This design comes from an exercise in tuning for small area, a short achievable clock period and few clock cycles on the open sky130 flow, not from production work.
Only simulation tests tie the RTL to the original design; equivalence was not proved.
Power figures rest on the tool's default switching activity, not on a simulated workload.

File: design/flow/config.mk
export PLATFORM = sky130hd
export DESIGN_NAME = lzss_compress
export DESIGN_NICKNAME = lzss_compress
export VERILOG_FILES = /design/flow/design.v
export SDC_FILE = /design/flow/constraint.sdc
export NUM_CORES = 4
export LEC_CHECK = 0
export CAP_MARGIN = 20
export CORE_MARGIN = 2
export CORE_UTILIZATION = 40
export SLEW_MARGIN = 20
File: design/flow/run.sh
#!/bin/bash
# synth_recipe.tcl (not shown) runs the flow's synth.tcl, then flattens the netlist and writes it again
# the make line also repeats each setting of config.mk as NAME=value (left out here)
make -C /OpenROAD-flow-scripts/flow DESIGN_CONFIG=/design/flow/config.mk WORK_HOME=/design/flow/orfs CLKGATE_MAP_FILE= SYNTH_SCRIPT=/design/flow/synth_recipe.tcl finish
File: design/flow/design.v
module lzss_compress (
    input  wire        clk,
    input  wire        rst,
    input  wire        wr_en,
    input  wire [7:0]  wr_addr,
    input  wire [7:0]  wr_data,
    input  wire        start,
    input  wire [8:0]  src_len,
    output wire        busy,
    output wire        tok_valid,
    input  wire        tok_ready,
    output wire        tok_match,
    output wire [15:0] tok_data
);
    localparam MAX_MATCH = 5'd18;
    localparam MIN_MATCH = 5'd3;
    localparam S_IDLE = 2'd0;
    localparam S_SCAN = 2'd1;
    localparam S_EMIT = 2'd2;
    localparam S_DONE = 2'd3;
    reg [1:0] state;
    reg [7:0] mem [0:255];
    reg [8:0] n;          
    reg [8:0] p;          
    reg [8:0] i;          
    reg [4:0] k;          
    reg [4:0] best_len;
    reg [8:0] best_off;
    wire [8:0] ik = i + {4'd0, k};
    wire [8:0] pk = p + {4'd0, k};
    wire extend = (k < MAX_MATCH) && (pk < n) && (mem[ik[7:0]] == mem[pk[7:0]]);
    wire       is_match = (best_len >= MIN_MATCH);
    wire [4:0] len_m3   = best_len - MIN_MATCH;
    wire [8:0] p_next   = is_match ? (p + {4'd0, best_len}) : (p + 9'd1);
    always @(posedge clk) begin
        if (wr_en && state == S_IDLE)
            mem[wr_addr] <= wr_data;
    end
    always @(posedge clk) begin
        if (rst) begin
            state <= S_IDLE;
        end else begin
            case (state)
                S_IDLE: begin
                    if (start) begin
                        n        <= src_len;
                        p        <= 9'd0;
                        i        <= 9'd0;
                        k        <= 5'd0;
                        best_len <= 5'd0;
                        best_off <= 9'd0;
                        state    <= (src_len == 9'd0) ? S_DONE : S_SCAN;
                    end
                end
                S_SCAN: begin
                    if (i == p) begin
                        state <= S_EMIT;
                    end else if (extend) begin
                        k <= k + 5'd1;
                    end else begin
                        if (k > best_len) begin
                            best_len <= k;
                            best_off <= p - i;
                        end
                        k <= 5'd0;
                        i <= i + 9'd1;
                    end
                end
                S_EMIT: begin
                    if (tok_ready) begin
                        p        <= p_next;
                        i        <= 9'd0;
                        k        <= 5'd0;
                        best_len <= 5'd0;
                        best_off <= 9'd0;
                        state    <= (p_next >= n) ? S_DONE : S_SCAN;
                    end
                end
                S_DONE: begin
                    state <= S_IDLE;
                end
            endcase
        end
    end
    assign busy      = (state != S_IDLE);
    assign tok_valid = (state == S_EMIT);
    assign tok_match = is_match;
    assign tok_data  = is_match ? {3'd0, best_off, len_m3[3:0]}
                                : {8'd0, mem[p[7:0]]};
endmodule
File: design/flow/constraint.sdc
create_clock -name core_clock -period 10.0 [get_ports {clk}]
set_input_delay 2.0000 -clock core_clock [delete_from_list [all_inputs] [get_ports {clk}]]
set_output_delay 2.0000 -clock core_clock [all_outputs]
set_load 0.01 [all_outputs]
==> implementation parameters <==
Parameter                              Value

Yosys
  Cells after synthesis ... 5,907
  Fraction of synthesized cell area taken by the top area cell type ... 0.539
  Dominant cell type by area after synthesis ... edfxtp_1
  Post-synthesis average cell area ... 19.7 sq um
  Asr flop ratio synth ... 0
  EDFF count, synth ... 2,094
  Part of the Yosys area used for sequential elements ... 0.541
  Synthesis-stage register bit count ... 2,104
  Warning count from the yosys run ... 1
  Post-synthesis cell type count ... 92
  Cell types with the largest area share after synthesis ... edfxtp_1 54%, mux4_2 37%, nor2_1 1.1%, clkbuf_1 0.76%, buf_2 0.66%
  Ys flop type ... edfxtp_1
  Post-Synthesis Cell Area ... 117,000 sq um

Critical path
  Data required time of the worst path ... 10.54 ns
  Startpoint of the most critical setup path ... k[0]
  Register-to-register setup slack ... 1.91 ns
  Register-to-Register Path Depth ... 14
  Cell family with the largest share of critical-path delay ... compound AO/OA/AOI/OAI gates
  Delay of the slowest cell on the worst path ... 1.24 ns
  Critical path class ... register to register
  Sequence of cells on the critical path ... ha_4 > fa_4 > buf_12 > buf_4 > mux4_2 > nand3_1 > a31oi_1 > a22oi_1 > o211ai_1 > a221oi_1 > nand3_1 > xor2_1 > nor3b_1 > a21boi_1
  Terminus of the critical flop-to-flop path ... i[6]
  Crit-path most repeated cell ... nand3_1
  Startpoint class of the critical path ... register
  Worst EP arrival ... 8.63 ns
  Kind of end point of the critical path ... register
  Critical path buffers and inverters ... 2
  Critical-path maximum fanout ... 85
  Crit-path slowest cell ... fa_4
  RR Startpoint ... k[0]

Status
  Run status ... no timing/DRC/antenna violations

CTS
  CTS-repair resized insts ... 0
  Post-CTS setup-driven buffer insertion count ... 0
  Clock latency (worst-skew pair) ... 0.96 ns
  Count of hold buffers inserted by post-cts repair ... 0
  Number of buffers created by CTS ... 227
  Master cell of the clock root buffer ... clkbuf_16
  TritonCTS Sinks ... 2,104
  Number of H-tree levels ... 4
  TritonCTS clock tree ... built
  Clock-pin slew of the registers on the worst-case setup and hold paths ... 0.06 ns
  Maximum clock insertion buffer count ... 4

Timing
  Post-route fraction of the period consumed by the critical path ... 0.809
  Worst rel slew slack ... 0.163
  Fin worst setup slack ... 1.91 ns
  Count of final setup violators ... 0
  Number of failing hold endpoints at the final stage ... 0
  Max-slew violation count ... 0
  Measured slew at the worst slew-check pin ... 1.24 ns
  Clock period minus final worst setup slack ... 8.09 ns
  Total negative slack for setup checks ... 0 ns
  Worst-case clock skew ... 0.0595 ns
  RSZ-0062 raised after global routing ... no
  Max Clk Rate ... 124 MHz

Hold path
  Hold path depth ... 2
  Path class of the lowest-slack min-delay path ... register to register
  Startpoint of the most critical hold path ... i[8]
  Endpoint, Worst Hold ... i[8]

Floorplan
  Height of the die ... 544 microns
  Initial core utilization ... 0.401
  I/O pin total ... 49
  Cell row count ... 198
  Area of the die ... 296,000 sq um
  Core box area ... 291,000 sq um
  Width of the die ... 544 microns

Finish
  Total of fill cells in the finished design ... 24,300
  Number of nets in the finished design ... 6,036
  Area of combinational cells with multiple inputs ... 51,200 sq um
  Seq. cell area ... 63,100 sq um
  Layout cells sized above 1 ... 0.449
  P&R area growth vs syn ... 11.9%

Pwr
  Pwr/cell area ... 177 nW/um^2
  Leak pwr ... 0.0396 uW
  Max IR drop VDD ... 0.000157 V

Drt
  Vias per std cell ... 7.27
  Vias after detailed routing ... 73,200
  Residual DRC ... 0
  Wire length per cell after detailed routing ... 43.9 microns
  Iteration count of the initial detailed-routing pass ... 6
  Iteration-0 DRC Markers ... 13,100
  Final wirelength ... 442 mm
  Number of antenna-violating nets in the routed design ... 0

Placement
  Worst slack, placed ... 2.40 ns
  Number of buffer cells added on primary ports ... 45
  Routability-driven placement congestion ratio ... 0.952
  HPWL reported at the end of detailed placement ... 283 mm

Global route
  Antenna violations before repair ... 31
  Overflow left after global routing ... 0
  Pin count of the biggest net entering global routing ... 111
  Wire length of the first global-routing pass ... 604 mm
  Number of global-route vias before repair ... 70,700
  Global Route Usage Sum ... 0.297

Run
  # Max-Cap Violations ... 0
## sequential cells by signal, summed over array words and instances, names as in the netlist, named ones only
| signal | count |
|---|---|
| i | 9 |
| mem | 2048 |
| best_off | 9 |
| n | 9 |
| best_len | 5 |
| p | 9 |
| k | 5 |
| state | 2 |
## cell usage after synthesis, drive strengths merged (23+ instances only)
cell type,number
edfxtp,2094
mux4,1890
nor2,332
buf,316
clkbuf,236
nand2,161
nand3,125
mux2i,69
o21ai,51
ha,48
inv,46
a21oi,36
mux2,31
and2,30
a2111oi,29
nor2b,27
xnor2,27
and3,25
a211oi,23
a31oi,23
## through the flow
step / total power [uW] / hold slack [ns] / area [sq um] / std cells / util
5_1_grt: 23500 / 0.665 / 130000 / 10000 / 0.449
4_1_cts: 23000 / 0.650 / 130000 / 10000 / 0.449
2_1_floorplan: 12500 / 0.506 / 117000 / 5909 / -
3_3_place_gp: 14300 / 0.617 / 123000 / 9621 / 0.422
3_5_place_dp: 14300 / 0.636 / 123000 / 9624 / 0.422
6_report: 23100 / 0.653 / 130000 / 10100 / 0.449
## area by class of cell
| class | count | area share |
|---|---|---|
| Antenna cell | 35 | 0.000671 |
| Clock buffer | 261 | 0.0445 |
| Clock inverter | 147 | 0.0137 |
| Inverter | 48 | 0.00138 |
| Multi-Input combinational cell | 3205 | 0.392 |
| Sequential cell | 2104 | 0.484 |
| Tap cell | 3900 | 0.0374 |
| Timing Repair Buffer | 368 | 0.0263 |
## kinds of logic after synthesis
family          after synthesis  share of synthesized area
buf+inv                     600                     0.0242
flops                      2104                      0.541
mux                        1990                      0.374
compound gates              323                     0.0202
simple gates                796                     0.0315
xor+xnor                     41                    0.00321
fa+ha+maj                    52                    0.00584
other cells                   1                  0.0000322
## worst max-delay path by stage
stage | slack [ns] | cells after the start | end
after CTS | 1.85 | 9 | tok_data[3]
after detailed placement | 2.40 | 14 | i[5]
after global routing | 1.82 | 8 | tok_data[6]
after global placement | 2.50 | 14 | i[4]
after floorplan | 4.14 | 10 | tok_data[0]
final | 1.91 | 14 | i[6]
## report_power, final
group	switching, uW	total, uW	internal [uW]	leakage [uW]
clock network	3710	8850	5140	0.00369
registers	41.6	9760	9720	0.0189
logic	2710	4460	1750	0.0170
## cells in the final DEF (no fill, tap or decap), types with 16 or more instances in the layout
master and n:
a2111oi_0 28, a211oi_1 23, a21o_1 18, a21oi_1 35, a22oi_1 17, a31oi_1 23, and2_1 28, and3_1 23
buf_12 43, buf_4 277, bufinv_16 38, clkbuf_1 34, clkbuf_16 227, clkdlybuf4s50_1 37, clkinv_1 42, clkinv_2 42
diode_2 35, edfxtp_1 2094, ha_1 46, inv_1 42, mux2_2 30, mux2i_1 69, mux4_2 1890, nand2_1 156
nand3_1 114, nor2_1 234, nor2_2 96, nor2b_1 26, nor3_1 16, o21ai_0 48, xnor2_1 21
## worst reg2reg max path: cells and delay by family, from the launching register on
kind | cells | cell delay (ns)
AO/OA/AOI/OAI | 5 | 2.44
XOR/XNOR | 1 | 0.28
adder cells (fa/ha/maj) | 2 | 1.49
buffers and inverters | 2 | 1.24
flip-flops | 1 | 0.54
multiplexers | 1 | 0.40
AND/OR/NAND/NOR | 3 | 1.32
## layer usage
metal,share of wire,global-route usage
met1,0.35,0.387
met2,0.44,0.428
met3,0.15,0.122
met4,0.060,0.152
met5,0.00043,0
Testbench counts, summed over its fixed seeds: cycles 1,119,467.

re-timing with driven ports:
In the flow no input, the clock included, has a driving cell. The finished layout below was timed again as built, in two steps. Step 1, drivers: a clkbuf_16 drives clk and a buf_2 each remaining input, both assumed. Step 2, shift: input delay + t, output delay - t, t = (earliest + latest rising clock arrival at the registers) / 2. This alone moves slack from input paths to output paths. Slacks: ideal / step 1 / step 2; pairs: ideal / step 1.
shift t [ns]: 1.020
setup WS [ns]: 1.910 / 1.883 / 1.910
worst slew at a driven data input, ns: 0.18
After both steps this run still meets setup and hold. For this run, drivers alone change the setup slack by -0.027 ns; drivers and shift together by 0.000 ns.
